From an optimization exercise on the open Yosys and OpenROAD flow, aimed at small area; shortcuts taken in it are not production practice. Where RTL was checked, it was by simulation tests only, not by an equivalence proof against the original. Only the layout flow was run in runs 1 and 2; the RTL was not checked for function there. No activity file was given, so power comes from the tool's default toggle rates.

$ cat flow/run.sh
#!/bin/bash
# synth_recipe.tcl (not shown) runs the flow's synth.tcl, then flattens the netlist and writes it again
# the make line also repeats each setting of config.mk as NAME=value (left out here)
make -C /OpenROAD-flow-scripts/flow DESIGN_CONFIG=/design/flow/config.mk WORK_HOME=/design/flow/orfs CLKGATE_MAP_FILE= SYNTH_SCRIPT=/design/flow/synth_recipe.tcl finish
$ cat flow/config.mk
export PLATFORM = sky130hd
export DESIGN_NAME = sd_core
export DESIGN_NICKNAME = sd_core
export VERILOG_FILES = /design/flow/design.v
export SDC_FILE = /design/flow/constraint.sdc
export NUM_CORES = 4
export LEC_CHECK = 0
export CAP_MARGIN = 20
export CORE_MARGIN = 2
export CORE_UTILIZATION = 65
export CTS_BUF_LIST = sky130_fd_sc_hd__clkbuf_8
export CTS_CLUSTER_DIAMETER = 60
export CTS_CLUSTER_SIZE = 15
export SLEW_MARGIN = 20
$ cat flow/constraint.sdc
create_clock -name core_clock -period 10.0 [get_ports {clk}]
set_input_delay 2.0000 -clock core_clock [delete_from_list [all_inputs] [get_ports {clk}]]
set_output_delay 2.0000 -clock core_clock [all_outputs]
set_load 0.01 [all_outputs]
$ cat flow/design.v
module sd_i2c_engine (
    input  wire       clk,
    input  wire       rst_n,
    input  wire [7:0] c,          
    input  wire       launch,     
    input  wire       f_start,    
    input  wire       f_stop,     
    input  wire       f_rs,       
    input  wire       f_byte,     
    input  wire       tx7,        
    input  wire       rx,         
    input  wire       mode,       
    input  wire [7:0] dr,         
    input  wire       txak,       
    output wire       stall,      
    output reg  [7:0] rsh,        
    input  wire       scl_i,
    input  wire       sda_i,
    output reg        scl_oe,
    output reg        sda_oe
);
    wire [3:0] b = c[7:4];
    wire [3:0] k = c[3:0];
    wire fr_gate = (f_stop | f_rs) & (b == 4'd0) & (c[3] ^ c[2]);
    wire by_gate = f_byte & (c[3:2] == 2'b01);
    assign stall = (fr_gate | by_gate) & ~scl_i;
    reg nbit;
    always @(*) begin
        case (b[2:0])
            3'd0: nbit = mode | dr[6];
            3'd1: nbit = mode | dr[5];
            3'd2: nbit = mode | dr[4];
            3'd3: nbit = mode | dr[3];
            3'd4: nbit = mode | dr[2];
            3'd5: nbit = mode | dr[1];
            3'd6: nbit = mode | dr[0];
            default: nbit = ~mode | txak;
        endcase
    end
    always @(posedge clk) begin
        if (f_byte && k == 4'd7 && scl_i && (!b[3] || !mode))
            rsh <= {rsh[6:0], sda_i};
    end
    always @(posedge clk) begin
        if (!rst_n) begin
            scl_oe <= 1'b0;
            sda_oe <= 1'b0;
        end else if (launch) begin
            if (f_start) scl_oe <= 1'b0;
            if (f_stop)  sda_oe <= 1'b1;
            else if (f_byte) sda_oe <= ~(tx7 | rx);
            else         sda_oe <= 1'b0;
        end else begin
            if (f_start) begin
                if (c == 8'd3)  sda_oe <= 1'b1;
                if (c == 8'd11) scl_oe <= 1'b1;
            end
            if (f_stop) begin
                if (c == 8'd3)            scl_oe <= 1'b0;
                if (c == 8'd11 && !stall) sda_oe <= 1'b0;
            end
            if (f_rs) begin
                if (c == 8'd3)            scl_oe <= 1'b0;
                if (c == 8'd11 && !stall) sda_oe <= 1'b1;
                if (c == 8'd19)           scl_oe <= 1'b1;
            end
            if (f_byte) begin
                if (k == 4'd3)  scl_oe <= 1'b0;
                if (k == 4'd11) scl_oe <= 1'b1;
                if (k == 4'd15 && !b[3]) sda_oe <= ~nbit;
            end
        end
    end
endmodule
module sd_core (
    input  wire        clk,
    input  wire        rst_n,
    input  wire [4:0]  h_idx,
    input  wire        h_we,
    input  wire        h_re,
    input  wire [31:0] h_wdata,
    output wire [31:0] h_rdata,
    input  wire        scl_i,
    input  wire        sda_i,
    output wire        scl_oe,
    output wire        sda_oe,
    output wire [7:0]  duty_x,
    output wire [7:0]  duty_y,
    output wire [7:0]  duty_z
);
    localparam [3:0] OPC_START  = 4'h1,
                     OPC_STOP   = 4'h2,
                     OPC_RSTART = 4'h3,
                     OPC_WRBYTE = 4'h4,
                     OPC_RDBYTE = 4'h5,
                     OPC_WRREG  = 4'h6,
                     OPC_RDREG  = 4'h7,
                     OPC_BURST  = 4'h8,
                     OPC_INIT   = 4'h9,
                     OPC_SAMPLE = 4'hA,
                     OPC_MAP    = 4'hB,
                     OPC_DCLR   = 4'hC,
                     OPC_RALN   = 4'hD;
    localparam [3:0] Q_IDLE   = 4'd0,
                     Q_START  = 4'd1,
                     Q_WADDR  = 4'd2,
                     Q_WREG   = 4'd3,
                     Q_WDATA  = 4'd4,
                     Q_RSTART = 4'd5,
                     Q_RADDR  = 4'd6,
                     Q_READ   = 4'd7,
                     Q_STOP   = 4'd8,
                     Q_EXEC   = 4'd9;
    reg [3:0]  seq;
    reg [7:0]  c;           
    reg [3:0]  op;          
    reg [6:0]  sa;          
    reg [7:0]  sb;          
    reg [7:0]  sc;          
    reg        icfg;        
    reg [1:0]  bst;
    reg        mode;
    reg        txak;
    reg        rxak;
    reg [2:0]  fcode;
    reg [1:0]  ist;
    reg [7:0]  dr;
    reg [7:0]  res;
    reg [7:0]  buf_r [0:5];
    reg [2:0]  bw;          
    reg [13:0] s_r [0:2];
    reg [2:0]  sv;
    reg [8:0]  u_r [0:2];   
    reg [2:0]  mv;
    reg [2:0]  clr;         
    reg [14:0] hr;
    wire busy  = (seq != Q_IDLE);
    wire fault = (fcode != 3'd0);
    wire [3:0] w_opc = h_wdata[31:28];
    reg [31:0] w_mask;
    always @(*) begin
        case (w_opc)
            OPC_WRBYTE:                  w_mask = 32'hFFFFFF00;
            OPC_RDBYTE:                  w_mask = 32'hFF7FFFFF;
            OPC_WRREG:                   w_mask = 32'hFF800000;
            OPC_RDREG:                   w_mask = 32'hFF8000FF;
            OPC_BURST:                   w_mask = 32'hF08000FF;
            OPC_MAP, OPC_DCLR:           w_mask = 32'hFCFFFFFF;
            OPC_RALN:                    w_mask = 32'hFCFF0000;
            default:                     w_mask = 32'hFFFFFFFF;
        endcase
    end
    wire w_opc_ok = (w_opc != 4'h0) && (w_opc < 4'hE);
    wire w_rsv_ok = ((h_wdata[27:0] & w_mask[27:0]) == 28'h0);
    reg  w_opd_ok;
    reg  w_bus_ok;
    always @(*) begin
        w_opd_ok = 1'b1;
        if (w_opc == OPC_BURST)
            w_opd_ok = (h_wdata[27:24] != 4'd0) && (h_wdata[27:24] <= 4'd6);
        else if (w_opc == OPC_MAP || w_opc == OPC_DCLR || w_opc == OPC_RALN)
            w_opd_ok = (h_wdata[25:24] != 2'd3);
        case (w_opc)
            OPC_START:  w_bus_ok = (bst == 2'd0);
            OPC_STOP:   w_bus_ok = (bst != 2'd0);
            OPC_RSTART: w_bus_ok = (bst == 2'd1);
            OPC_WRBYTE: w_bus_ok = (bst != 2'd0) && !mode;
            OPC_RDBYTE: w_bus_ok = (bst == 2'd2);
            OPC_WRREG, OPC_RDREG, OPC_BURST,
            OPC_INIT, OPC_SAMPLE: w_bus_ok = (bst == 2'd0);
            default:    w_bus_ok = 1'b1;
        endcase
    end
    wire       cmd_write = h_we && (h_idx == 5'd0) && !busy;
    reg        w_fault;
    reg [2:0]  w_fcode;
    always @(*) begin
        w_fault = 1'b1;
        if (!w_opc_ok)      w_fcode = 3'd1;
        else if (!w_rsv_ok) w_fcode = 3'd2;
        else if (!w_opd_ok) w_fcode = 3'd3;
        else if (!w_bus_ok) w_fcode = 3'd4;
        else begin
            w_fault = 1'b0;
            w_fcode = 3'd0;
        end
    end
    reg [3:0] w_first;
    always @(*) begin
        case (w_opc)
            OPC_START:  w_first = Q_START;
            OPC_STOP:   w_first = Q_STOP;
            OPC_RSTART: w_first = Q_RSTART;
            OPC_WRBYTE: w_first = Q_WDATA;
            OPC_RDBYTE: w_first = Q_READ;
            OPC_WRREG, OPC_RDREG, OPC_BURST,
            OPC_INIT, OPC_SAMPLE: w_first = Q_START;
            default:    w_first = Q_EXEC;
        endcase
    end
    wire w_init   = (w_opc == OPC_INIT);
    wire w_sample = (w_opc == OPC_SAMPLE);
    wire w_fixed  = w_init | w_sample;
    wire [6:0] w_sa = h_wdata[22:16]
                    | {5'b0, h_wdata[25:24] & {2{h_wdata[30] | h_wdata[28]}}}
                    | (w_fixed ? 7'h1D : 7'h00);
    wire [7:0] w_sb = h_wdata[15:8]
                    | (w_init ? 8'h0D : 8'h00)
                    | (w_sample ? 8'h01 : 8'h00);
    wire [7:0] w_sc = h_wdata[7:0]
                    | {h_wdata[26] | w_sample, (h_wdata[25:24] & {2{~h_wdata[28]}}) | {w_sample, 1'b0}, 5'b0}
                    | {4'b0, h_wdata[23], 3'b0}
                    | (w_init ? 8'h05 : 8'h00);
    wire st_start = (seq == Q_START);
    wire st_stop  = (seq == Q_STOP);
    wire st_rs    = (seq == Q_RSTART);
    wire st_read  = (seq == Q_READ);
    wire st_tx    = (seq == Q_WADDR) | (seq == Q_WREG) | (seq == Q_WDATA) | (seq == Q_RADDR);
    wire st_byte  = st_tx | st_read;
    wire st_bus   = st_start | st_stop | st_rs | st_byte;
    wire launch   = st_bus & (c == 8'hFF);
    wire d_start  = st_start & (c == 8'd16);
    wire d_stop   = st_stop  & (c == 8'd20);
    wire d_rs     = st_rs    & (c == 8'd24);
    wire d_byte   = st_byte  & (c == 8'd144);
    wire tcf      = st_byte  & (c == 8'd145);
    wire [1:0] ax   = sa[1:0];
    wire [2:0] idx  = sc[2:0];
    wire [2:0] cntf = sc[7:5];
    wire       fin  = sc[3];
    wire [2:0] idx1 = idx + 3'd1;
    wire last_read  = (cntf == 3'd0) | (idx1 == cntf);
    wire rd_final   = (op == OPC_RDBYTE) ? fin : last_read;
    wire [7:0] tx_reg = {sb[7:6], sb[5] | icfg, sb[4:3], sb[2] & ~icfg, sb[1] | icfg, sb[0] & ~icfg};
    reg  [7:0] tx;
    always @(*) begin
        case (seq)
            Q_WADDR: tx = {sa, 1'b0};
            Q_RADDR: tx = {sa, 1'b1};
            Q_WREG:  tx = tx_reg;
            default: tx = sc;
        endcase
    end
    wire       stall;
    wire [7:0] rsh;
    sd_i2c_engine u_engine (
        .clk      (clk),
        .rst_n    (rst_n),
        .c        (c),
        .launch   (launch),
        .f_start  (st_start),
        .f_stop   (st_stop),
        .f_rs     (st_rs),
        .f_byte   (st_byte),
        .tx7      (tx[7]),
        .rx       (st_read),
        .mode     (mode),
        .dr       (dr),
        .txak     (txak),
        .stall    (stall),
        .rsh      (rsh),
        .scl_i    (scl_i),
        .sda_i    (sda_i),
        .scl_oe   (scl_oe),
        .sda_oe   (sda_oe)
    );
    reg [13:0] s_sel;
    always @(*) begin
        case (ax)
            2'd0:    s_sel = sv[0] ? s_r[0] : 14'h0;
            2'd1:    s_sel = sv[1] ? s_r[1] : 14'h0;
            default: s_sel = sv[2] ? s_r[2] : 14'h0;
        endcase
    end
    wire       m_inc = (s_sel[13:12] == 2'b10) & (s_sel[4:0] != 5'd0);
    wire [8:0] m_u   = {~s_sel[13], s_sel[12:5]} + {8'd0, m_inc};
    function [7:0] duty_of;
        input [8:0] u;
        input       cl;
        begin
            if (cl)                                        duty_of = 8'h00;
            else if (u[8:7] == 2'b11)                      duty_of = 8'hFF;
            else if (!u[8] && (!u[7] || u[6:0] == 7'd0))  duty_of = 8'h00;
            else                                           duty_of = {~u[7], u[6:0]};
        end
    endfunction
    function [15:0] mapped_of;
        input [8:0] u;
        input       v;
        begin
            if (!v) mapped_of = 16'h0;
            else    mapped_of = {{7{u[8:7] == 2'b00}}, ~(u[8] ^ u[7]), ~u[7], u[6:0]};
        end
    endfunction
    wire [7:0] duty0 = duty_of(u_r[0], clr[0]);
    wire [7:0] duty1 = duty_of(u_r[1], clr[1]);
    wire [7:0] duty2 = duty_of(u_r[2], clr[2]);
    assign duty_x = duty0;
    assign duty_y = duty1;
    assign duty_z = duty2;
    always @(posedge clk) begin
        if (!busy) begin
            c <= 8'hFF;
            if (cmd_write && !w_fault) begin
                op   <= w_opc;
                sa   <= w_sa;
                sb   <= w_sb;
                sc   <= w_sc;
            end
        end else begin
            if (!stall) c <= c + 8'd1;
            if (d_start || d_rs || tcf) c <= 8'hFF;
            if (d_stop) c <= 8'd191;    
            if (tcf && st_read && !rd_final && op != OPC_RDBYTE) sc[2:0] <= idx1;
        end
    end
    always @(posedge clk) begin
        if (!rst_n) begin
            seq   <= Q_IDLE;
            icfg  <= 1'b0;
            bst   <= 2'd0;
            mode  <= 1'b0;
            txak  <= 1'b0;
            rxak  <= 1'b0;
            fcode <= 3'd0;
            ist   <= 2'd0;
            dr    <= 8'h00;
            res   <= 8'h00;
            bw    <= 3'd0;
            sv    <= 3'd0;
            mv    <= 3'd0;
            clr   <= 3'b111;
        end else if (!busy) begin
            if (cmd_write) begin
                if (w_fault) begin
                    if (!fault) fcode <= w_fcode;
                end else begin
                    seq  <= w_first;
                    icfg <= 1'b0;
                end
            end
        end else begin
            if (launch) begin
                if (st_tx) dr <= tx;
                if (st_read) begin
                    txak <= rd_final;
                    mode <= 1'b1;
                end
            end
            if (d_start) begin
                mode <= 1'b0;
                bst  <= 2'd1;
                seq  <= (op == OPC_START) ? Q_IDLE : Q_WADDR;
            end
            if (d_stop) begin
                bst <= 2'd0;
                seq <= Q_IDLE;
                if (op == OPC_SAMPLE) sv <= 3'b111;
                if (op == OPC_INIT) begin
                    if (icfg)              ist <= 2'd1;
                    else if (res != 8'h1A) ist <= 2'd2;
                    else begin
                        icfg <= 1'b1;
                        seq  <= Q_START;
                    end
                end
            end
            if (d_rs) begin
                bst <= 2'd2;
                seq <= (op == OPC_RSTART) ? Q_IDLE : Q_RADDR;
            end
            if (d_byte) begin
                if (st_read) dr   <= rsh;
                else         rxak <= rsh[0];
            end
            if (tcf) begin
                case (seq)
                    Q_WADDR: seq <= Q_WREG;
                    Q_WREG:  seq <= (op == OPC_WRREG || icfg) ? Q_WDATA : Q_RSTART;
                    Q_WDATA: seq <= (op == OPC_WRBYTE) ? Q_IDLE : Q_STOP;
                    Q_RADDR: seq <= Q_READ;
                    default: begin  
                        res <= dr;
                        if ((op == OPC_BURST || op == OPC_SAMPLE) && idx == bw) bw <= idx1;
                        if (rd_final)                seq <= Q_STOP;
                        else if (op == OPC_RDBYTE)   seq <= Q_IDLE;
                    end
                endcase
            end
            if (seq == Q_EXEC) begin
                seq <= Q_IDLE;
                case (op)
                    OPC_RALN: sv[ax] <= 1'b1;
                    OPC_MAP: begin
                        mv[ax]  <= 1'b1;
                        clr[ax] <= 1'b0;
                    end
                    OPC_DCLR: clr[ax] <= 1'b1;
                    default: ;
                endcase
            end
        end
    end
    integer i;
    wire       s_smp  = busy & d_stop & (op == OPC_SAMPLE);
    wire [2:0] s_raln = {3{(seq == Q_EXEC) & (op == OPC_RALN)}} & {ax == 2'd2, ax == 2'd1, ax == 2'd0};
    always @(posedge clk) begin
        if (busy && tcf && st_read && (op == OPC_BURST || op == OPC_SAMPLE))
            buf_r[idx] <= dr;
        for (i = 0; i < 3; i = i + 1)
            s_r[i] <= ({14{s_smp}}              & {buf_r[2*i], buf_r[2*i+1][7:2]})
                    | ({14{s_raln[i]}}          & {sb, sc[7:2]})
                    | ({14{~s_smp & ~s_raln[i]}} & s_r[i]);
        if (seq == Q_EXEC && op == OPC_MAP)
            u_r[ax] <= m_u;
    end
    wire [13:0] status = {ist, 1'b0, fcode, fault, tcf, rxak, txak, mode, bst, busy};
    wire re = h_re & rst_n;
    wire [31:0] hsel = re ? (32'd1 << h_idx) : 32'd0;
    wire ux1 = (h_idx == 5'd14) | (h_idx == 5'd17);
    wire ux2 = (h_idx == 5'd15) | (h_idx == 5'd18);
    wire [8:0] u_s   = ux2 ? u_r[2] : ux1 ? u_r[1] : u_r[0];
    wire       mv_s  = ux2 ? mv[2]  : ux1 ? mv[1]  : mv[0];
    wire       clr_s = ux2 ? clr[2] : ux1 ? clr[1] : clr[0];
    wire [15:0] mp_s = mapped_of(u_s, 1'b1);
    wire [7:0]  dt_s = duty_of(u_s, clr_s);
    wire sel_map  = (hsel[13] | hsel[14] | hsel[15]) & mv_s;
    wire sel_duty = hsel[16] | hsel[17] | hsel[18];
    wire [14:0] rd_val =
          ({15{hsel[1]}}           & {1'b0, status})
        | ({15{hsel[2]}}           & {7'h0, res})
        | ({15{hsel[3]}}           & {7'h0, dr})
        | ({15{hsel[4] & (bw > 3'd0)}} & {7'h0, buf_r[0]})
        | ({15{hsel[5] & (bw > 3'd1)}} & {7'h0, buf_r[1]})
        | ({15{hsel[6] & (bw > 3'd2)}} & {7'h0, buf_r[2]})
        | ({15{hsel[7] & (bw > 3'd3)}} & {7'h0, buf_r[3]})
        | ({15{hsel[8] & (bw > 3'd4)}} & {7'h0, buf_r[4]})
        | ({15{hsel[9] & (bw > 3'd5)}} & {7'h0, buf_r[5]})
        | ({15{hsel[10] & sv[0]}}  & {s_r[0][13], s_r[0]})
        | ({15{hsel[11] & sv[1]}}  & {s_r[1][13], s_r[1]})
        | ({15{hsel[12] & sv[2]}}  & {s_r[2][13], s_r[2]})
        | ({15{sel_map}}           & mp_s[14:0])
        | ({15{sel_duty}}          & {7'h0, dt_s});
    always @(posedge clk) hr <= rd_val;
    assign h_rdata = {{18{hr[14]}}, hr[13:0]};
endmodule
==> summary.md, run 1 <==
| Metric | Value |
|---|---|
| Core footprint | `17100 um^2` |
| RSZ-0062 raised after global routing | `no` |
| Critical path, cell by cell | `clkdlybuf4s50_1 -> and3b_1 -> a21oi_1 -> o31ai_1 -> nand3_1 -> nand2b_1 -> nor4b_2 -> buf_4 -> o21bai_1` |
| First-pass GRT wire length | `51700 um` |
| Root buf cell | `clkbuf_8` |
| Chip width | `136 um` |
| Area of the multi-input gates | `5290 um^2` |
| Syn nets | `between 1000 and 1500` |
| Worst-Margin Slew | `1.12 ns` |
| Synth area leaders | `edfxtp_1 29%, dfxtp_1 20%, nand2_1 6.0%` |
| Die height | `136 um` |
| Total negative slack | `0 ns` |
| FF+latch area | `about 5500 um^2` |
| Capturing point of the worst reg2reg path | `buf_r[5][2]$_DFFE_PP_` |
| I/O Pins | `101` |
| Detail Route Antenna Nets | `0` |
| Share of the synthesized area in the top cell type | `29.3%` |
| WS Path Type | `primary input to register` |
| Core Util, Final | `about three quarters` |
| R2R Setup Slk | `6.62 ns` |
| Fillers | `1308` |
| Max clock buf depth | `3` |
| Power, Total | `0.00149 W` |
| Worst path depth | `9` |
| Initial antenna violation count | `1` |
| Worst skew pair latency | `0.53 ns` |
| Mean post-synth cell area | `9.69 um^2` |
| Largest net degree at the start of global routing | `49` |
| Maximum VDD drop | `0.124 mV` |
| Worst Path Arrival | `between 5 and 6 ns` |
| Sequential area share after synthesis | `48.9%` |
| Routability cong. | `0.990` |
| Non-filler cells in the finished layout | `roughly 1400` |
| Worst Setup Start Kind | `primary input` |
| Vias in the first global route | `9240` |
| Post-synthesis async set-or-reset flop share | `0%` |
| Post-synth EDFFs | `110` |
| Power Density | `118 nW/um^2` |
| Max Fclk | `197 MHz` |
| Clock sinks | `220` |
| HP Class | `register to register` |
| CTS tree | `built` |
| Synth Flop Type | `edfxtp_1` |
| Initial Util | `65.8%` |
| Min Clock Period, post-route | `5.07 ns` |
| H-tree depth | `1` |
| Worst Setup End Kind | `register` |
| Final slew viol count | `0` |
| Placed Instances | `1414` |
| Final Cycle Share | `approximately 51%` |
| Mapped Area | `11300 um^2` |
| Wire length per cell | `between 20 and 25 um` |
| Cell leakage power | `4.55 nW` |
| Avg Vias per Cell | `6.84` |
| Nets | `approximately 1300` |
| CP startpoint | `h_wdata[30]` |
| CTS hold repair buffers | `0` |
| CP top delay family | `simple AND/OR/NAND/NOR gates` |
| GRT Total Usage | `between 30% and 40%` |
| CP max FO | `20` |
| Buf+Inv Stages, Crit Path | `2` |
| Reg2reg path depth | `5` |
| Worst Path Required | `10.22 ns` |
| WL final | `34300 um` |
| Grt total ovfl | `0` |
| CP max stage delay | `0.87 ns` |
| Post-CTS sizing | `0` |
| Total die area | `18400 um^2` |
| Final Hold Vio Count | `0` |
| Via count | `9907` |
| Layout area overhead | `11.8%` |
| 1st-pass router iterations | `6` |
| Final Setup Violations | `0` |
| Max Cap Viol | `0` |
| Post-DP HPWL | `25100 um` |
| Floorplan row count | `48` |
| Synth top cells by count | `181 x nand2_1, 110 x dfxtp_1, 110 x edfxtp_1` |
| Clk_skew | `about 0.023 ns` |
| Port Buffers | `100` |
| R2r startpoint | `seq[0]$_SDFFE_PN0P_` |
| CTS Buf Count | `19` |
| Max_slew headroom | `roughly a quarter` |
| DRC Markers | `0` |
| Layout cells sized above 1 | `about 6%` |
| Status | `timing/DRC/antenna clean` |
| Clock transition at path regs | `0.10 ns` |
| Worst Setup EP | `sc[1]$_DFFE_PP_` |
| Critical path's slowest cell | `clkdlybuf4s50_1` |
| Iteration-0 DRC Markers | `1223` |
| Post-CTS Setup Bufs | `0` |
| Hold Path Stages | `0` |
| Seq cells post-synth | `220` |
| Distinct cells, synth | `76` |
| Post-synth top area cell | `edfxtp_1` |
| YS warnings | `3` |
| Count leader, synth | `nand2_1` |
| Mapped Cells | `between 1000 and 1500` |
## state kept, by name (all words and copies together) (netlist names), 4 cells and up, named ones only
name          cells
u_engine.rsh      8
sb                8
dr                8
u_r              27
sa                7
hr               15
res               8
buf_r            48
s_r              42
seq               4
c                 8
sc                8
op                4
## placed cells by master, fill, tap and decap left out, drive strengths merged, types with 8 or more instances in the layout
cell / instances
nand2: 182
dfxtp: 110
edfxtp: 110
clkdlybuf4s50: 100
a22oi: 83
nor2: 59
o21ai: 42
nor3: 35
a21oi: 32
inv: 31
nand3: 29
o21a: 27
a21boi: 22
nand2b: 20
nand4: 20
nor2b: 19
clkbuf: 19
nor4: 19
and2: 17
ha: 16
a211oi: 16
buf: 14
a31oi: 14
a222oi: 11
o211ai: 11
xnor2: 11
and3b: 10
mux2i: 10
or2: 9
o221ai: 8
a22o: 8
## per-layer routing
layer	global-route usage [%]	vias to the layer above	part of all wire [%]
li1	-	4446	-
met1	47.2	4610	37
met2	58.8	706	46
met3	8.34	145	12
met4	19.2	0	5.2
met5	0	-	0
## worst min path at each step
stage | endpoint | startpoint
after floorplan | u_engine.rsh[6]$_DFFE_PP_ | u_engine.rsh[5]$_DFFE_PP_
after global placement | u_engine.rsh[7]$_DFFE_PP_ | u_engine.rsh[6]$_DFFE_PP_
after detailed placement | u_engine.rsh[7]$_DFFE_PP_ | u_engine.rsh[6]$_DFFE_PP_
after CTS | u_engine.rsh[7]$_DFFE_PP_ | u_engine.rsh[6]$_DFFE_PP_
after global routing | u_engine.rsh[7]$_DFFE_PP_ | u_engine.rsh[6]$_DFFE_PP_
final | u_engine.rsh[7]$_DFFE_PP_ | u_engine.rsh[6]$_DFFE_PP_
## through the flow
step	hold slack (ns)	setup slack, ns	cell area (um^2)
after floorplan	0.421	3.53	11300
after global placement	0.430	4.48	12200
after detailed placement	0.429	4.37	12200
after global routing	0.473	4.64	12600
final	0.455	4.93	12600
after CTS	0.452	4.93	12600
## area by class of cell
cell class                 count  share of cell area, %
antenna                        1                 0.0199
clock buffer                  19                   2.08
clock inverter                14                  0.537
inverter                      20                  0.596
multi-input combinational    835                   42.0
sequential                   220                   43.7
tap                          225                   2.24
timing repair buffer         114                   8.79
## kinds of logic (layout without fill, tap and decap cells)
kind of cell,after synthesis,count (layout),share of synthesized area [%]
xor gates and xnor gates,18,18,1.40
AOI/OAI and AO/OA,328,328,21.5
DFF,220,220,48.9
adders and majority gates,16,16,1.78
muxes,14,14,1.40
and+or+nand+nor,459,459,20.4
buffers and inverters,106,167,4.55
other,0,1,0
## power by group
group	leakage [nW]	switching (W)	total (W)	internal [W]
Clock	0.210	0.000303	0.000485	0.000182
Sequential	1.99	0.000000173	0.000939	0.000938
Combinational	2.36	0.0000320	0.0000619	0.0000299
Total	4.55	0.000336	0.00149	0.00115
==> run 2: changes to the inputs <==
--- a/flow/design.v
+++ b/flow/design.v
@@ -137,21 +137,14 @@
     wire busy  = (seq != Q_IDLE);
     wire fault = (fcode != 3'd0);
     wire [3:0] w_opc = h_wdata[31:28];
-    reg [31:0] w_mask;
-    always @(*) begin
-        case (w_opc)
-            OPC_WRBYTE:                  w_mask = 32'hFFFFFF00;
-            OPC_RDBYTE:                  w_mask = 32'hFF7FFFFF;
-            OPC_WRREG:                   w_mask = 32'hFF800000;
-            OPC_RDREG:                   w_mask = 32'hFF8000FF;
-            OPC_BURST:                   w_mask = 32'hF08000FF;
-            OPC_MAP, OPC_DCLR:           w_mask = 32'hFCFFFFFF;
-            OPC_RALN:                    w_mask = 32'hFCFF0000;
-            default:                     w_mask = 32'hFFFFFFFF;
-        endcase
-    end
+    wire [15:0] wo = 16'd1 << w_opc;
+    wire w_rsv_ok = ~((|h_wdata[7:0])   & ~(wo[OPC_WRBYTE] | wo[OPC_WRREG] | wo[OPC_RALN]))
+                  & ~((|h_wdata[15:8])  & ~(wo[OPC_WRREG] | wo[OPC_RDREG] | wo[OPC_BURST] | wo[OPC_RALN]))
+                  & ~((|h_wdata[22:16]) & ~(wo[OPC_WRREG] | wo[OPC_RDREG] | wo[OPC_BURST]))
+                  & ~(h_wdata[23]       & ~wo[OPC_RDBYTE])
+                  & ~((|h_wdata[25:24]) & ~(wo[OPC_BURST] | wo[OPC_MAP] | wo[OPC_DCLR] | wo[OPC_RALN]))
+                  & ~((|h_wdata[27:26]) & ~wo[OPC_BURST]);
     wire w_opc_ok = (w_opc != 4'h0) && (w_opc < 4'hE);
-    wire w_rsv_ok = ((h_wdata[27:0] & w_mask[27:0]) == 28'h0);
     reg  w_opd_ok;
     reg  w_bus_ok;
     always @(*) begin
==> flow/flow/run.sh (new file) <==
#!/bin/bash
# Standard layout (standard synthesis, ORFS steps) with the port buffers made
# of the smallest buffer cell. Each tool's output is logged by ORFS under
# orfs/logs/; make's own output goes to make_finish.log here.
set -euo pipefail
export BUFFER_PORTS_ARGS="-buffer_cell sky130_fd_sc_hd__buf_1"
bash standard.sh finish > make_finish.log 2>&1
==> flow/standard.sh (new file) <==
#!/bin/bash
# synth_recipe.tcl (not shown) runs the flow's synth.tcl, then flattens the netlist and writes it again
# the make line also repeats each setting of config.mk as NAME=value (left out here)
make -C /OpenROAD-flow-scripts/flow DESIGN_CONFIG=/design/flow/config.mk WORK_HOME=/design/flow/orfs CLKGATE_MAP_FILE= SYNTH_SCRIPT=/design/flow/synth_recipe.tcl "${@:-finish}"
removed: flow/run.sh
==> run 2 against run 1 <==
  * Clock-buffer cell count grew 1
  * Highest routed layer unchanged
  * Sequential power about the same
  * Largest power group unchanged
  * Die area up 0.83%
  * Sequential share of layout area rose by 1.6 points
  * Clock power increased by 12%
  * Still clean
  * Clock skew rose by 0.0078 ns
  * Critical endpoint is now hr[6]$_DFF_P_
==> summary.md, run 2 <==
| Metric | Value |
|---|---|
| Status | `timing/DRC/antenna clean` |
| Synth top cells by count | `179 x nand2_1, 110 x dfxtp_1, 110 x edfxtp_1` |
| Biggest regs | `buf_r: 48 flops, s_r: 42 flops, u_r: 27 flops` |
| Power Density | `127 nW/um^2` |
| Antenna diodes | `0` |
| DRC Markers | `0` |
| Worst Setup End Kind | `register` |
| Max Fclk | `221 MHz` |
| Nets | `1282` |
| Worst-Margin Slew | `1.13 ns` |
| Worst skew pair latency | `0.55 ns` |
| Count leader, synth | `nand2_1` |
| H-tree depth | `1` |
| Max FFs per register | `48` |
| Power, Total | `0.00154 W` |
| GRT Total Usage | `approximately 37%` |
| Port Buffers | `100` |
| YS warnings | `3` |
| CTS Buf Count | `20` |
| Total negative slack | `0 ns` |
| Worst Setup Start Kind | `primary input` |
| Floorplan row count | `48` |
| Post-synth EDFFs | `110` |
| Die height | `around 140 um` |
| Wire length per cell | `22.9 um` |
| Worst Path Arrival | `around 4.9 ns` |
| 1st-pass router iterations | `7` |
| Clk network pwr share | `35.2%` |
| Post-synthesis async set-or-reset flop share | `0%` |
| Post-CTS Setup Bufs | `0` |
| Mapped Cells | `1175` |
| CP top delay family | `compound AO/OA/AOI/OAI gates` |
| Sw frac | `23.2%` |
| Max_slew headroom | `24.2%` |
| Vias in the first global route | `9079` |
| Clock sinks | `220` |
| Mean post-synth cell area | `9.66 um^2` |
| Max Cap Viol | `0` |
| Synth area leaders | `edfxtp_1 29%, dfxtp_1 19%, nand2_1 5.9%` |
| Max clock buf depth | `3` |
| Combinational share of power | `3.7%` |
| Critical path's slowest cell | `buf_1` |
| Commonest cells after routing, fill and taps aside | `179 x nand2_1, 110 x dfxtp_1, 110 x edfxtp_1, 99 x buf_1, 71 x nor2_1` |
| Worst Path Required | `10.41 ns` |
| Post-synth top area cell | `edfxtp_1` |
| Initial Util | `66.1%` |
| Iteration-0 DRC Markers | `1236` |
| Mapped Area | `~11000 um^2` |
| Clock transition at path regs | `0.10 ns` |
| Via count | `9871` |
| Internal power | `0.00118 W` |
| Total die area | `18500 um^2` |
| Most common cell after layout, fill and taps aside | `nand2_1` |
| Syn nets | `1230` |
| CP max FO | `21` |
| Final Setup Violations | `0` |
| Layout cells sized above 1 | `~7.3%` |
| Post-DP HPWL | `24800 um` |
| Largest Register | `buf_r` |
| Final WS setup | `5.48 ns` |
| Distinct cells, synth | `86` |
| Share of the synthesized area in the top cell type | `29.1%` |
| Cell leakage power | `4.20 nW` |
| Initial antenna violation count | `0` |
| Critical path, cell by cell | `buf_1 -> nand3b_2 -> o22ai_2 -> o21a_1 -> inv_1 -> ha_1 -> and2_4 -> a2111oi_0 -> o21ai_0` |
| Maximum VDD drop | `~0.12 mV` |
| Part of the power in registers | `a little over 60%` |
| Sequential area share after synthesis | `48.5%` |
| Layout area overhead | `7.06%` |
| Seq cells post-synth | `220` |
| Place WS | `4.99 ns` |
| Grt total ovfl | `0` |
| Buf+Inv Stages, Crit Path | `2` |
| CP max stage delay | `between 0.6 and 0.7 ns` |
| Final Cycle Share | `a little under half` |
| Switching power | `0.000357 W` |
| CTS tree | `built` |
| First-pass GRT wire length | `52200 um` |
| WS Path Type | `primary input to register` |
| Placed Instances | `about 1400` |
| WL final | `33600 um` |
| RSZ-0062 raised after global routing | `no` |
| HP Class | `register to register` |
| Final slew viol count | `0` |
| Post-CTS sizing | `0` |
| Chip width | `136 um` |
| Root buf cell | `clkbuf_8` |
| Largest net degree at the start of global routing | `49` |
| Non-filler cells in the finished layout | `1466` |
| Synth Flop Type | `edfxtp_1` |
| I/O Pins | `101` |
| Final Hold Vio Count | `0` |
| Core footprint | `17200 um^2` |
| Clk_skew | `0.0309 ns` |
| Min Clock Period, post-route | `4.52 ns` |
| Fillers | `~1400` |
| CTS hold repair buffers | `0` |
| Routability cong. | `1.00` |
| Detail Route Antenna Nets | `0` |
| Avg Vias per Cell | `6.73` |
[run 2: cell count changes in the layout (fill, tap and decap cells not counted), sizes merged, moves of 7 or more]
cell and delta:
a22oi -18, clkdlybuf4s50 -100, nor2 +13, a32o +7
a21boi -9, nand2b +7, a22o +7, buf +106
nand4 -7, o21ai +9
[run 2: power groups by stage]
stage          Clock, W  Sequential [W]  Combinational, W
6_report       0.000543        0.000939         0.0000577
5_1_grt        0.000576        0.000940         0.0000633
4_1_cts        0.000546        0.000939         0.0000568
3_5_place_dp          0        0.000960         0.0000566
3_3_place_gp          0        0.000960         0.0000558
2_1_floorplan         0        0.000960         0.0000406
[run 2: path summary, 6_finish.rpt]
check	slack, ns	to	depth (start not counted)	start
worst max-delay path	5.48	hr[6]$_DFF_P_	9	h_idx[2]
worst min register to register	0.46	s_r[2][10]$_DFF_P_	2	s_r[2][10]$_DFF_P_
worst min-delay path	0.46	s_r[2][10]$_DFF_P_	2	s_r[2][10]$_DFF_P_
worst max register to register	6.61	u_r[1][8]$_DFFE_PP_	10	sa[0]$_DFFE_PP_
[run 2: kinds of logic (layout without fill, tap and decap cells)]
family,after synthesis,count (layout),synth area share (%)
XOR/XNOR,21,21,1.62
buffers and inverters,110,176,4.61
AO/OA/AOI/OAI,324,324,21.1
AND/OR/NAND/NOR,468,468,21.0
adder cells (fa/ha/maj),12,12,1.32
multiplexers,20,20,1.87
flip-flops,220,220,48.5
[run 2: worst min-delay path, cell delays in order, from the launching register on]
cell and delay (ns):
dfxtp_1 0.33, nand2_1 0.06, nand2_1 0.04
[run 2: layout make-up]
cell class	count	area, um^2	area share [%]
Clock buffer	20	275	2.27
Clock inverter	16	115	0.947
Inverter	19	71.3	0.587
Multi-Input combinational cell	845	5370	44.2
Sequential cell	220	5510	45.3
Tap cell	225	282	2.32
Timing Repair Buffer	121	534	4.40
[run 2: per-layer routing]
layer	vias to the layer above	share of wire (%)	track usage, %
li1	4523	-	-
met1	4655	40	49.3
met2	575	45	57.9
met3	118	9.1	6.45
met4	0	5.2	17.1
met5	-	0	0
[run 2: per-stage QoR]
step / hold WS (ns) / instance area (um^2) / utilization [%]
finish: 0.464 / 12200 / 70.7
global route: 0.465 / 12200 / 70.7
CTS: 0.464 / 12200 / 70.7
detailed placement: 0.436 / 11800 / 68.5
global placement: 0.438 / 11800 / 68.4
floorplan: 0.421 / 11400 / -
==> run 3: changes to the inputs <==
--- a/flow/design.v
+++ b/flow/design.v
@@ -13,7 +13,7 @@
     input  wire [7:0] dr,         
     input  wire       txak,       
     output wire       stall,      
-    output reg  [7:0] rsh,        
+    output wire       sample,     
     input  wire       scl_i,
     input  wire       sda_i,
     output reg        scl_oe,
@@ -37,10 +37,7 @@
             default: nbit = ~mode | txak;
         endcase
     end
-    always @(posedge clk) begin
-        if (f_byte && k == 4'd7 && scl_i && (!b[3] || !mode))
-            rsh <= {rsh[6:0], sda_i};
-    end
+    assign sample = f_byte & (k == 4'd7) & scl_i;
     always @(posedge clk) begin
         if (!rst_n) begin
             scl_oe <= 1'b0;
@@ -224,7 +221,7 @@
     wire [2:0] idx1 = idx + 3'd1;
     wire last_read  = (cntf == 3'd0) | (idx1 == cntf);
     wire rd_final   = (op == OPC_RDBYTE) ? fin : last_read;
-    wire [7:0] tx_reg = {sb[7:6], sb[5] | icfg, sb[4:3], sb[2] & ~icfg, sb[1] | icfg, sb[0] & ~icfg};
+    wire [7:0] tx_reg = {sb[7:6], sb[5] | icfg, sb[4] & ~icfg, sb[3:0]};
     reg  [7:0] tx;
     always @(*) begin
         case (seq)
@@ -235,7 +232,8 @@
         endcase
     end
     wire       stall;
-    wire [7:0] rsh;
+    wire       sample;
+    reg        ackb;        
     sd_i2c_engine u_engine (
         .clk      (clk),
         .rst_n    (rst_n),
@@ -251,7 +249,7 @@
         .dr       (dr),
         .txak     (txak),
         .stall    (stall),
-        .rsh      (rsh),
+        .sample   (sample),
         .scl_i    (scl_i),
         .sda_i    (sda_i),
         .scl_oe   (scl_oe),
@@ -305,6 +303,8 @@
             if (d_start || d_rs || tcf) c <= 8'hFF;
             if (d_stop) c <= 8'd191;    
             if (tcf && st_read && !rd_final && op != OPC_RDBYTE) sc[2:0] <= idx1;
+            if (sample && st_read && c[7:4] != 4'd8) sb <= {sb[6:0], sda_i};
+            if (sample && !st_read && c[7:4] == 4'd8) ackb <= sda_i;
         end
     end
     always @(posedge clk) begin
@@ -363,8 +363,8 @@
                 seq <= (op == OPC_RSTART) ? Q_IDLE : Q_RADDR;
             end
             if (d_byte) begin
-                if (st_read) dr   <= rsh;
-                else         rxak <= rsh[0];
+                if (st_read) dr   <= sb;
+                else         rxak <= ackb;
             end
             if (tcf) begin
                 case (seq)
==> run 3 against run 2 <==
  * Routed wire length rose by 0.88%
  * Power fell by 3.5%
  * Critical path type unchanged
  * Clock power fell by 3%
==> summary.md, run 3 <==
| Metric | Value |
|---|---|
| Layout cells sized above 1 | `approximately 6.0%` |
| Total die area | `18000 um^2` |
| Biggest regs | `buf_r: 48 flops, s_r: 42 flops, u_r: 27 flops` |
| Clk_skew | `0.0351 ns` |
| CP top delay family | `compound AO/OA/AOI/OAI gates` |
| Final slew viol count | `0` |
| Buf+Inv Stages, Crit Path | `2` |
| First-pass GRT wire length | `51300 um` |
| WL final | `33900 um` |
| Maximum VDD drop | `0.110 mV` |
| RSZ-0062 raised after global routing | `no` |
| CTS Buf Count | `19` |
| Detail Route Antenna Nets | `0` |
| Mapped Area | `11000 um^2` |
| Post-DP HPWL | `between 20000 and 25000 um` |
| CP max stage delay | `0.64 ns` |
| Max clock buf depth | `3` |
| R2r startpoint | `c[4]$_SDFFE_PP1P_` |
| Max FFs per register | `48` |
| Final Setup Violations | `0` |
| Largest net degree at the start of global routing | `47` |
| Worst Hold Launch | `s_r[0][10]$_DFF_P_` |
| Clock sinks | `~210` |
| Count leader, synth | `nand2_1` |
| Initial Util | `around 67%` |
| Sequential area share after synthesis | `between 40% and 50%` |
| Worst skew pair latency | `0.55 ns` |
| Largest Register | `buf_r` |
| Critical path, cell by cell | `buf_1 -> nand2b_1 -> o22ai_2 -> nor2_1 -> a21oi_1 -> inv_1 -> ha_1 -> and2_1 -> a2111oi_0 -> o21ai_1` |
| I/O Pins | `between 100 and 150` |
| HP Class | `register to register` |
| H-tree depth | `1` |
| Mean post-synth cell area | `just over 9 um^2` |
| WS Path Type | `primary input to register` |
| Most common cell after layout, fill and taps aside | `nand2_1` |
| Mapped Cells | `roughly 1200` |
| Commonest cells after routing, fill and taps aside | `188 x nand2_1, 110 x dfxtp_1, 103 x edfxtp_1, 100 x buf_1, 80 x a22oi_1` |
| CTS hold repair buffers | `0` |
| Core footprint | `16600 um^2` |
| Max_slew headroom | `31.0%` |
| Iteration-0 DRC Markers | `between 1000 and 1500` |
| Min Clock Period, post-route | `4.64 ns` |
| 1st-pass router iterations | `8` |
| Post-synth top area cell | `edfxtp_1` |
| CP startpoint | `h_idx[1]` |
| Antenna diodes | `0` |
| Root buf cell | `clkbuf_8` |
| Post-CTS Setup Bufs | `0` |
| Wire length per cell | `23.1 um` |
| Synth top cells by count | `188 x nand2_1, 110 x dfxtp_1, 103 x edfxtp_1` |
| YS warnings | `3` |
| Port Buffers | `100` |
| Design Area, Final | `11800 um^2` |
| Power Density | `126 nW/um^2` |
| Cell leakage power | `4.18 nW` |
| Worst Path Arrival | `5.04 ns` |
| DRC Markers | `0` |
| Total negative slack | `0 ns` |
| Fillers | `1362` |
| Die height | `about 130 um` |
| Via count | `approximately 10000` |
| Syn nets | `1236` |
| Worst Path Required | `10.41 ns` |
| Post-CTS sizing | `0` |
| CTS tree | `built` |
| Routability cong. | `1.04` |
| Post-synth EDFFs | `103` |
| Post-synthesis async set-or-reset flop share | `0%` |
| Grt total ovfl | `0` |
| Initial antenna violation count | `0` |
| Clock transition at path regs | `0.10 ns` |
| Worst Setup End Kind | `register` |
| CP max FO | `23` |
| Chip width | `134 um` |
| Critical path's slowest cell | `buf_1` |
| Dpl cell area | `11400 um^2` |
| Status | `timing/DRC/antenna clean` |
| Final Hold Vio Count | `0` |
| Worst Setup Start Kind | `primary input` |
| Seq cells post-synth | `~210` |
| Final Cycle Share | `46.4%` |
| Synth area leaders | `edfxtp_1 28%, dfxtp_1 20%, nand2_1 6.4%` |
| Vias in the first global route | `~9000` |
| Max Fclk | `216 MHz` |
| Floorplan row count | `47` |
| Avg Vias per Cell | `6.76` |
| GRT Total Usage | `a little under two fifths` |
| Distinct cells, synth | `87` |
| Max Cap Viol | `0` |
| Layout area overhead | `7.21%` |
| Synth Flop Type | `dfxtp_1` |
| Nets | `about 1300` |
| Worst-Margin Slew | `1.03 ns` |
| Share of the synthesized area in the top cell type | `between 20 and 30%` |
## run 3: metrics by stage
step / util [%] / hold WS [ns] / worst slack (ns) / power [W] / std cells
2_1_floorplan: - / 0.426 / 5.54 / 0.000961 / 1181
3_3_place_gp: 68.9 / 0.439 / 5.04 / 0.000975 / 1432
3_5_place_dp: 68.9 / 0.444 / 4.90 / 0.000976 / 1432
4_1_cts: 71.2 / 0.457 / 5.46 / 0.00148 / 1466
5_1_grt: 71.4 / 0.474 / 5.11 / 0.00152 / 1467
6_report: 71.4 / 0.458 / 5.36 / 0.00149 / 1467
## run 3: routing by layer
layer / track usage (%) / part of all wire (%) / vias up
li1: - / - / 4517
met1: 49.2 / 39 / 4632
met2: 58.8 / 45 / 641
met3: 7.63 / 11 / 129
met4: 18.0 / 5.4 / 0
met5: 0 / 0 / -
## run 3: worst register-to-register path: cells and delay by family, from the launching register on
family,cells,cell delay [ns]
flip-flops,1,0.54
AND/OR/NAND/NOR,7,2.59
## run 3: cells by family (layout without fill, tap and decap cells)
logic type	count (synthesis)	in the layout	synth area share, %
mux	12	12	1.12
fa+ha+maj	12	12	1.36
simple gates	480	480	21.8
buf+inv	116	182	4.72
xor+xnor	18	18	1.43
flops	213	213	47.9
compound gates	330	330	21.6
## run 3: layout make-up
type                    instances  area [um^2]  area share, %
inverters                      29          109          0.919
repair buffers                119          538           4.54
multi-input cells             852         5240           44.3
clock buffers                  21          289           2.44
flip-flops and latches        213         5300           44.7
well taps                     220          275           2.33
clock inverters                13         92.6          0.782
## run 3: path summary, 6_finish.rpt
path,end,slack [ns],cells after the start
hold / removal,s_r[0][10]$_DFF_P_,0.46,2
setup / recovery,hr[1]$_DFF_P_,5.36,10
hold reg to reg,s_r[0][10]$_DFF_P_,0.46,2
setup reg to reg,buf_r[0][2]$_DFFE_PP_,6.48,7
## run 3: report_power, final
| part | leakage [nW] | internal [W] | switching, W |
|---|---|---|---|
| clock | 0.222 | 0.000225 | 0.000302 |
| combinational | 2.23 | 0.0000189 | 0.0000325 |
| sequential | 1.73 | 0.000907 | 0.000000228 |
| total | 4.18 | 0.00115 | 0.000335 |
==> run 4: changes to the inputs <==
==> flow/flow/run.sh (replaced) <==
#!/bin/bash
set -euo pipefail
HERE=$(pwd)
R=$HERE/orfs/results/$FLOW_PLATFORM/sd_core/base
L=$HERE/orfs/logs/$FLOW_PLATFORM/sd_core/base
LIB=$FLOW_HOME/platforms/$FLOW_PLATFORM/lib/sky130_fd_sc_hd__tt_025C_1v80.lib
YOSYS=$(command -v yosys || echo "$FLOW_HOME/../tools/install/yosys/bin/yosys")

export BUFFER_PORTS_ARGS="-buffer_cell sky130_fd_sc_hd__buf_1"

bash standard.sh synth > make_synth.log 2>&1

cp "$R/1_2_yosys.v" std_1_2_yosys.v
DONT_USE=$(grep -o -- "-dont_use [^ ]*" "$L/1_2_yosys.log" | sort -u | tr '\n' ' ')
sed -e "s#@LIB@#$LIB#g" -e "s#@DONT_USE@#$DONT_USE#g" flow/remap.ys > remap.ys
sed -e "s#@LIB@#$LIB#g" flow/equiv.ys > equiv.ys

use_remap=0
if "$YOSYS" -s remap.ys > yosys_remap.log 2>&1 \
   && "$YOSYS" -s equiv.ys > yosys_equiv.log 2>&1; then
    n_std=$(grep -cE "^ *sky130_fd_sc_hd__e?dfxtp_[0-9]+ " std_1_2_yosys.v || true)
    n_new=$(grep -cE "^ *sky130_fd_sc_hd__e?dfxtp_[0-9]+ " remap_1_2_yosys.v || true)
    if [[ "$n_std" == "$n_new" ]] && ! grep -q "assign" remap_1_2_yosys.v; then
        use_remap=1
    fi
fi
echo "use_remap=$use_remap" > remap_status.txt
if [[ $use_remap == 1 ]]; then
    cp remap_1_2_yosys.v "$R/1_2_yosys.v"
    touch "$R/1_2_yosys.v"
fi

bash standard.sh finish > make_finish.log 2>&1
==> flow/flow/area.abc (new file) <==
strash
dc2
resub -K 8
rewrite
resub -K 8 -N 2
refactor
dc2
&get -n
&dch -f
&nf -R 1000
&put
==> flow/flow/equiv.ys (new file) <==
# Prove the re-mapped netlist equivalent to the standard synthesis netlist.
read_liberty -ignore_miss_func @LIB@
read_verilog std_1_2_yosys.v
rename sd_core gold
read_verilog remap_1_2_yosys.v
rename sd_core gate
flatten gold gate
opt_clean
equiv_make gold gate eq
hierarchy -top eq
equiv_simple -seq 3
equiv_induct
equiv_status -assert
==> flow/flow/remap.ys (new file) <==
# Re-map the combinational logic of the standard synthesis netlist; registers stay.
read_liberty -ignore_miss_func @LIB@
setattr -mod -set keep_hierarchy 1 sky130_fd_sc_hd__dfxtp_1 sky130_fd_sc_hd__edfxtp_1
read_verilog std_1_2_yosys.v
hierarchy -top sd_core
flatten sd_core
rename -hide sd_core/w:*.*
opt -purge sd_core
abc -liberty @LIB@ @DONT_USE@ -script flow/area.abc sd_core
opt_clean -purge sd_core
setundef -zero sd_core
splitnets sd_core
opt_clean -purge sd_core
hilomap -singleton -hicell sky130_fd_sc_hd__conb_1 HI -locell sky130_fd_sc_hd__conb_1 LO sd_core
insbuf -buf sky130_fd_sc_hd__buf_4 A X sd_core
opt_clean -purge sd_core
select sd_core
write_verilog -noattr -nohex -nodec -selected remap_1_2_yosys.v
--- a/flow/config.mk
+++ b/flow/config.mk
@@ -5,10 +5,10 @@
 export SDC_FILE = /design/flow/constraint.sdc
 export NUM_CORES = 4
 export LEC_CHECK = 0
-export CAP_MARGIN = 20
+export CAP_MARGIN = 5
 export CORE_MARGIN = 2
 export CORE_UTILIZATION = 65
 export CTS_BUF_LIST = sky130_fd_sc_hd__clkbuf_8
 export CTS_CLUSTER_DIAMETER = 60
 export CTS_CLUSTER_SIZE = 15
-export SLEW_MARGIN = 20
+export SLEW_MARGIN = 5
==> run 4 against run 3 <==
  * Clock skew up 0.0038 ns
  * Worst setup slack worse by 0.073 ns
  * Cell area down 7.8%
  * Die area down 9.5%
  * Power down 4.6%
  * Utilization up 0.95 points
  * Maximum frequency down 1.5%
  * Critical path type unchanged
  * Largest cell class unchanged
==> summary.md, run 4 <==
| Metric | Value |
|---|---|
| Chip width | `roughly 130 um` |
| Avg Vias per Cell | `6.78` |
| Worst Setup End Kind | `register` |
| Mean post-synth cell area | `~9.4 um^2` |
| Placed Instances | `1345` |
| Switching power | `0.000317 W` |
| Internal power | `0.00110 W` |
| Post-CTS sizing | `0` |
| CTS hold repair buffers | `0` |
| Final Setup Violations | `0` |
| Initial antenna violation count | `0` |
| Detail Route Antenna Nets | `0` |
| Clock sinks | `213` |
| Most common cell after layout, fill and taps aside | `nand2_1` |
| Post-DP HPWL | `22800 um` |
| Syn nets | `around 1100` |
| Place WS | `between 4 and 5 ns` |
| Clk network pwr share | `33.3%` |
| Dpl cell area | `10600 um^2` |
| Initial Util | `around two thirds` |
| Wire length per cell | `23.1 um` |
| Sw frac | `22.4%` |
| Biggest regs | `buf_r: 48 flops, s_r: 42 flops, u_r: 27 flops` |
| Max Fclk | `about 210 MHz` |
| Nets | `~1200` |
| CP max FO | `11` |
| Combinational share of power | `2.7%` |
| RSZ-0062 raised after global routing | `no` |
| GRT Total Usage | `38.6%` |
| Largest net degree at the start of global routing | `46` |
| Final Hold Vio Count | `0` |
| Worst-Margin Slew | `1.39 ns` |
| Max clock buf depth | `3` |
| Critical path's slowest cell | `a2111oi_0` |
| Cell leakage power | `between 3 and 4 nW` |
| H-tree depth | `1` |
| Mapped Area | `9960 um^2` |
| Die height | `128 um` |
| Critical path, cell by cell | `buf_1 -> or3b_1 -> o22ai_1 -> a21o_1 -> a21oi_1 -> a2111oi_0 -> nand3_1 -> nand2_1 -> a21o_1` |
| Max Cap Viol | `0` |
| CTS Buf Count | `18` |
| Part of the power in registers | `64.0%` |
| WL final | `approximately 32000 um` |
| First-pass GRT wire length | `48400 um` |
| Min Clock Period, post-route | `about 4.7 ns` |
| Root buf cell | `clkbuf_8` |
| CTS tree | `built` |
| Core footprint | `15100 um^2` |
| Total die area | `16300 um^2` |
| CP top delay family | `compound AO/OA/AOI/OAI gates` |
| Maximum VDD drop | `0.0829 mV` |
| Cell mode on critical path | `a21o_1` |
| Routability cong. | `0.980` |
| Power Density | `130 nW/um^2` |
| Clk_skew | `0.0389 ns` |
| Largest Register | `buf_r` |
| Grt total ovfl | `0` |
| Status | `timing/DRC/antenna clean` |
| CP max stage delay | `between 0.8 and 0.9 ns` |
| Final Hold Slack | `0.461 ns` |
| Mapped Cells | `1056` |
| Final slew viol count | `0` |
| Non-filler cells in the finished layout | `approximately 1400` |
| I/O Pins | `101` |
| YS warnings | `3` |
| Design Area, Final | `10900 um^2` |
| Buf+Inv Stages, Crit Path | `1` |
| HP Class | `register to register` |
| Worst skew pair latency | `between 0.5 and 0.6 ns` |
| Port Buffers | `100` |
| Worst Path Required | `10.47 ns` |
| Final WS setup | `5.29 ns` |
| Max FFs per register | `48` |
| Layout cells sized above 1 | `3.70%` |
| Worst Setup Start Kind | `primary input` |
| Post-CTS Setup Bufs | `0` |
| Fillers | `1200` |
| Layout area overhead | `9.61%` |
| Vias in the first global route | `8585` |
| WS Path Type | `primary input to register` |
| Clock transition at path regs | `0.10 ns` |
| Floorplan row count | `45` |
| DRC Markers | `0` |
| Via count | `9341` |
| Iteration-0 DRC Markers | `1455` |
| Final Cycle Share | `47.1%` |
| 1st-pass router iterations | `7` |
| Antenna diodes | `0` |
| Worst Path Arrival | `approximately 5.2 ns` |
| Max_slew headroom | `6.96%` |
| Total negative slack | `0 ns` |
| Commonest cells after routing, fill and taps aside | `168 x nand2_1, 133 x nor2_1, 110 x dfxtp_1, 103 x edfxtp_1, 99 x buf_1` |
==> run 4: cell count changes in the layout (fill, tap and decap cells not counted), sizes merged, moves of 13 or more <==
| cell | previous run | this run |
|---|---|---|
| nor2 | 74 | 134 |
| inv | 38 | 12 |
| nand2 | 188 | 168 |
| a222oi | 10 | 26 |
| clkinv | 2 | 15 |
==> run 4: final timing paths <==
path	start	endpoint	slack (ns)	cells past startpoint
max	h_idx[3]	hr[13]$_DFF_P_	5.29	9
min	s_r[2][13]$_DFF_P_	s_r[2][13]$_DFF_P_	0.46	2
max reg2reg	c[4]$_SDFFE_PP1P_	buf_r[1][0]$_DFFE_PP_	6.06	7
min reg2reg	s_r[2][13]$_DFF_P_	s_r[2][13]$_DFF_P_	0.46	2
==> run 4: worst reg2reg max path: stages (launching register included) <==
cell and delay (ns):
dfxtp_1 0.54, nand2b_1 0.20, nor2_1 0.19, nand4b_1 0.33
nor2_1 0.82, nand2_1 0.26, or3_1 0.40, nor2_1 0.84
==> run 4: routing by layer <==
metal / vias to the layer above / global-route usage (%) / wire, um
met5: - / 0 / 0
met4: 0 / 17.1 / 1460
met3: 111 / 8.43 / 4020
met2: 652 / 62.8 / 14800
met1: 4333 / 49.9 / 11400
li1: 4245 / - / -
==> run 4: final cells by class <==
| cell class | instances | area [um^2] | area share [%] |
|---|---|---|---|
| timing repair buffer | 118 | 512 | 4.69 |
| clock buffer | 19 | 262 | 2.40 |
| tap | 188 | 235 | 2.15 |
| clock inverter | 13 | 57.6 | 0.527 |
| inverter | 15 | 56.3 | 0.516 |
| multi-input combinational | 811 | 4500 | 41.2 |
| sequential | 213 | 5300 | 48.5 |
==> run 4: power groups by stage <==
stage / sequential (W) / combinational [W] / clock (W)
6_report: 0.000907 / 0.0000388 / 0.000472
5_1_grt: 0.000907 / 0.0000433 / 0.000502
4_1_cts: 0.000907 / 0.0000382 / 0.000467
3_5_place_dp: 0.000927 / 0.0000381 / 0
3_3_place_gp: 0.000927 / 0.0000376 / 0
2_1_floorplan: 0.000927 / 0.0000194 / 0
==> run 4: per-stage QoR <==
| stage | util (%) | total power (W) |
|---|---|---|
| floorplan | - | 0.000947 |
| global placement | 70.2 | 0.000965 |
| detailed placement | 70.2 | 0.000965 |
| CTS | 72.3 | 0.00141 |
| global route | 72.3 | 0.00145 |
| finish | 72.3 | 0.00142 |
==> run 5: changes to the inputs <==
--- a/flow/config.mk
+++ b/flow/config.mk
@@ -5,10 +5,10 @@
 export SDC_FILE = /design/flow/constraint.sdc
 export NUM_CORES = 4
 export LEC_CHECK = 0
-export CAP_MARGIN = 5
+export CAP_MARGIN = 20
 export CORE_MARGIN = 2
 export CORE_UTILIZATION = 65
 export CTS_BUF_LIST = sky130_fd_sc_hd__clkbuf_8
 export CTS_CLUSTER_DIAMETER = 60
 export CTS_CLUSTER_SIZE = 15
-export SLEW_MARGIN = 5
+export SLEW_MARGIN = 20
==> run 5 against run 4 <==
  * Critical endpoint unchanged
  * Still clean on timing, DRC and antenna
  * Sequential power is essentially flat
  * Final cell count about the same
  * Worst setup slack gained 0.0062 ns
==> summary.md, run 5 <==
| Metric | Value |
|---|---|
| Status | `timing/DRC/antenna clean` |
| CTS Buf Count | `18` |
| R2r startpoint | `c[4]$_SDFFE_PP1P_` |
| Area of the multi-input gates | `4510 um^2` |
| Mapped Cells | `1056` |
| CTS hold repair buffers | `0` |
| Most common cell after layout, fill and taps aside | `nand2_1` |
| Worst Path Required | `10.48 ns` |
| Final Hold Slack | `0.462 ns` |
| Final slew viol count | `0` |
| Capturing point of the worst reg2reg path | `buf_r[1][1]$_DFFE_PP_` |
| Total die area | `16300 um^2` |
| WL final | `31800 um` |
| Root buf cell | `clkbuf_8` |
| Core footprint | `15100 um^2` |
| CP top delay family | `compound AO/OA/AOI/OAI gates` |
| Max FFs per register | `48` |
| Antenna diodes | `0` |
| Commonest cells after routing, fill and taps aside | `168 x nand2_1, 132 x nor2_1, 110 x dfxtp_1, 103 x edfxtp_1, 99 x buf_1` |
| Initial Util | `66.0%` |
| Syn nets | `1099` |
| M2 GR Usage | `between 60% and 70%` |
| Iteration-0 DRC Markers | `1318` |
| Fillers | `1224` |
| Clock transition at path regs | `roughly 0.10 ns` |
| Post-CTS Setup Bufs | `0` |
| Largest net degree at the start of global routing | `46` |
| 1st-pass router iterations | `9` |
| GRT Total Usage | `38.6%` |
| Worst Setup End Kind | `register` |
| Max clock buf depth | `3` |
| Final Hold Vio Count | `0` |
| Clk_skew | `0.0209 ns` |
| Die height | `around 130 um` |
| Cell leakage power | `3.84 nW` |
| RSZ-0062 raised after global routing | `no` |
| Layout area overhead | `9.82%` |
| Critical path, cell by cell | `buf_1 -> or3b_1 -> o22ai_1 -> a21o_1 -> a21oi_1 -> a2111oi_0 -> nand3_1 -> nand2_1 -> a21o_1` |
| Avg Vias per Cell | `6.81` |
| Min Clock Period, post-route | `4.70 ns` |
| Detail Route Antenna Nets | `0` |
| DRC Markers | `0` |
| R2R Setup Slk | `6.15 ns` |
| Grt total ovfl | `0` |
| Maximum VDD drop | `0.126 mV` |
| Worst Path Arrival | `5.18 ns` |
| Largest Register | `buf_r` |
| Routability cong. | `0.980` |
| FF+latch area | `roughly 5300 um^2` |
| CP max stage delay | `~0.87 ns` |
| Post-DP HPWL | `22900 um` |
| Final Cycle Share | `a little under half` |
| Chip width | `between 100 and 150 um` |
| Clock sinks | `213` |
| YS warnings | `3` |
| H-tree depth | `1` |
| Biggest regs | `buf_r: 48 flops, s_r: 42 flops, u_r: 27 flops` |
| HP Class | `register to register` |
| Via count | `between 9000 and 10000` |
| Max Cap Viol | `0` |
| Sw frac | `between 20 and 25%` |
| Buf+Inv Stages, Crit Path | `1` |
| Mean post-synth cell area | `9.43 um^2` |
| Cell mode on critical path | `a21o_1` |
| CP max FO | `11` |
| Initial antenna violation count | `0` |
| I/O Pins | `101` |
| Nets | `1221` |
| Worst Setup EP | `hr[13]$_DFF_P_` |
| Worst-Margin Slew | `~1.0 ns` |
| GRT met1 Usage | `50.6%` |
| Reg2reg path depth | `7` |
| Total negative slack | `0 ns` |
| Layout cells sized above 1 | `under 10%` |
| Floorplan row count | `45` |
| Power Density | `131 nW/um^2` |
| Worst Setup Start Kind | `primary input` |
| Max_slew headroom | `31.7%` |
| Max Fclk | `around 210 MHz` |
| Final Setup Violations | `0` |
| Wire length per cell | `between 20 and 25 um` |
| Worst skew pair latency | `0.53 ns` |
| WS Path Type | `primary input to register` |
| Combinational share of power | `2.7%` |
| First-pass GRT wire length | `between 40000 and 50000 um` |
| Gr busiest metal | `met2` |
| Mapped Area | `9960 um^2` |
| Part of the power in registers | `a little under two thirds` |
| Post-CTS sizing | `0` |
| Port Buffers | `100` |
| CTS tree | `built` |
| CP startpoint | `h_idx[3]` |
| Worst path depth | `9` |
| Critical path's slowest cell | `a2111oi_0` |
| Switching power | `0.000320 W` |
| Grt met3 use | `7.72%` |
| Vias in the first global route | `about 8700` |
| Internal power | `0.00111 W` |
| Clk network pwr share | `roughly a third` |
-- run 5: cell type report --
type,instances,area share [%]
inverters,15,0.515
well taps,188,2.15
clock inverters,12,0.458
repair buffers,119,4.75
multi-input cells,811,41.2
flip-flops and latches,213,48.4
clock buffers,20,2.52
-- run 5: worst reg2reg max path, cell delays in order, from the launching register on --
cell and delay (ns):
dfxtp_1 0.54, nand2b_1 0.19, nor2_1 0.18, nand4b_1 0.32, nor2_1 0.79, nand2_1 0.27
or3_1 0.40, nor2_1 0.79
-- run 5: worst min-delay path by stage --
stage                        startpoint                 end  slack (ns)  cells past startpoint
floorplan           ist[1]$_SDFFE_PN0P_      hr[13]$_DFF_P_        0.42                      1
global placement     s_r[2][13]$_DFF_P_  s_r[2][13]$_DFF_P_        0.44                      2
detailed placement   s_r[2][10]$_DFF_P_  s_r[2][10]$_DFF_P_        0.45                      2
CTS                  s_r[2][10]$_DFF_P_  s_r[2][10]$_DFF_P_        0.46                      2
global route          s_r[2][6]$_DFF_P_   s_r[2][6]$_DFF_P_        0.49                      2
finish               s_r[2][13]$_DFF_P_  s_r[2][13]$_DFF_P_        0.46                      2
-- run 5: routing by layer --
metal / wire (um) / share of wire [%]
met1: 11600 / 37
met5: 0 / 0
met2: 14600 / 46
met4: 1400 / 4.4
met3: 4170 / 13
-- run 5: through the flow --
step	setup slack, ns	utilization (%)	power, W	cells	instance area, um^2
after detailed placement	4.82	70.3	0.000965	1346	10600
after CTS	5.35	72.4	0.00142	1378	10900
final	5.30	72.5	0.00143	1378	10900
after global routing	4.98	72.5	0.00146	1378	10900
after global placement	4.90	70.2	0.000965	1345	10600
after floorplan	5.17	-	0.000947	1056	9960
-- run 5: power groups by stage --
| stage | clock network (W) | registers, W | logic (W) |
|---|---|---|---|
| final | 0.000482 | 0.000907 | 0.0000389 |
| after global routing | 0.000511 | 0.000907 | 0.0000436 |
| after CTS | 0.000474 | 0.000907 | 0.0000383 |
| after detailed placement | 0 | 0.000927 | 0.0000381 |
| after global placement | 0 | 0.000927 | 0.0000376 |
| after floorplan | 0 | 0.000927 | 0.0000194 |

re-timing with driven ports:
How much do the figures lean on ideal ports? The routed layouts below were timed once more, with nothing changed but the port constraints. Step 1 (the two cells are an assumption about what drives the block):
set clk [get_ports {clk}]
set_driving_cell -lib_cell sky130_fd_sc_hd__clkbuf_16 $clk
set_driving_cell -lib_cell sky130_fd_sc_hd__buf_2 [delete_from_list [all_inputs] $clk]
Step 2 also shifts input and output timing later by t, the mid clock arrival at the registers, as if the neighbouring blocks saw the same clock. Three values: ideal ports, drivers, drivers and shift; two values: the first two.
run | t (ns) | setup WS [ns] | slew at the worst register clock pin (ns) | worst data-port slew with drivers (ns) | pins driven straight from the clock port
run 1 | 0.568 | 4.931 / 4.949 / 4.382 | 0.10 / 0.10 | 0.04 | 1
run 2 | 0.575 | 5.483 / 5.492 / 4.917 | 0.10 / 0.10 | 0.04 | 1
run 3 | 0.574 | 5.364 / 5.372 / 4.799 | 0.10 / 0.10 | 0.03 | 1
run 4 | 0.548 | 5.291 / 5.311 / 4.762 | 0.11 / 0.11 | 0.04 | 1
run 5 | 0.561 | 5.297 / 5.315 / 4.754 | 0.11 / 0.11 | 0.04 | 1
After both steps every run listed still meets setup and hold. For run 2, which loses most, drivers alone change the setup slack by +0.009 ns; drivers and shift together by -0.566 ns.
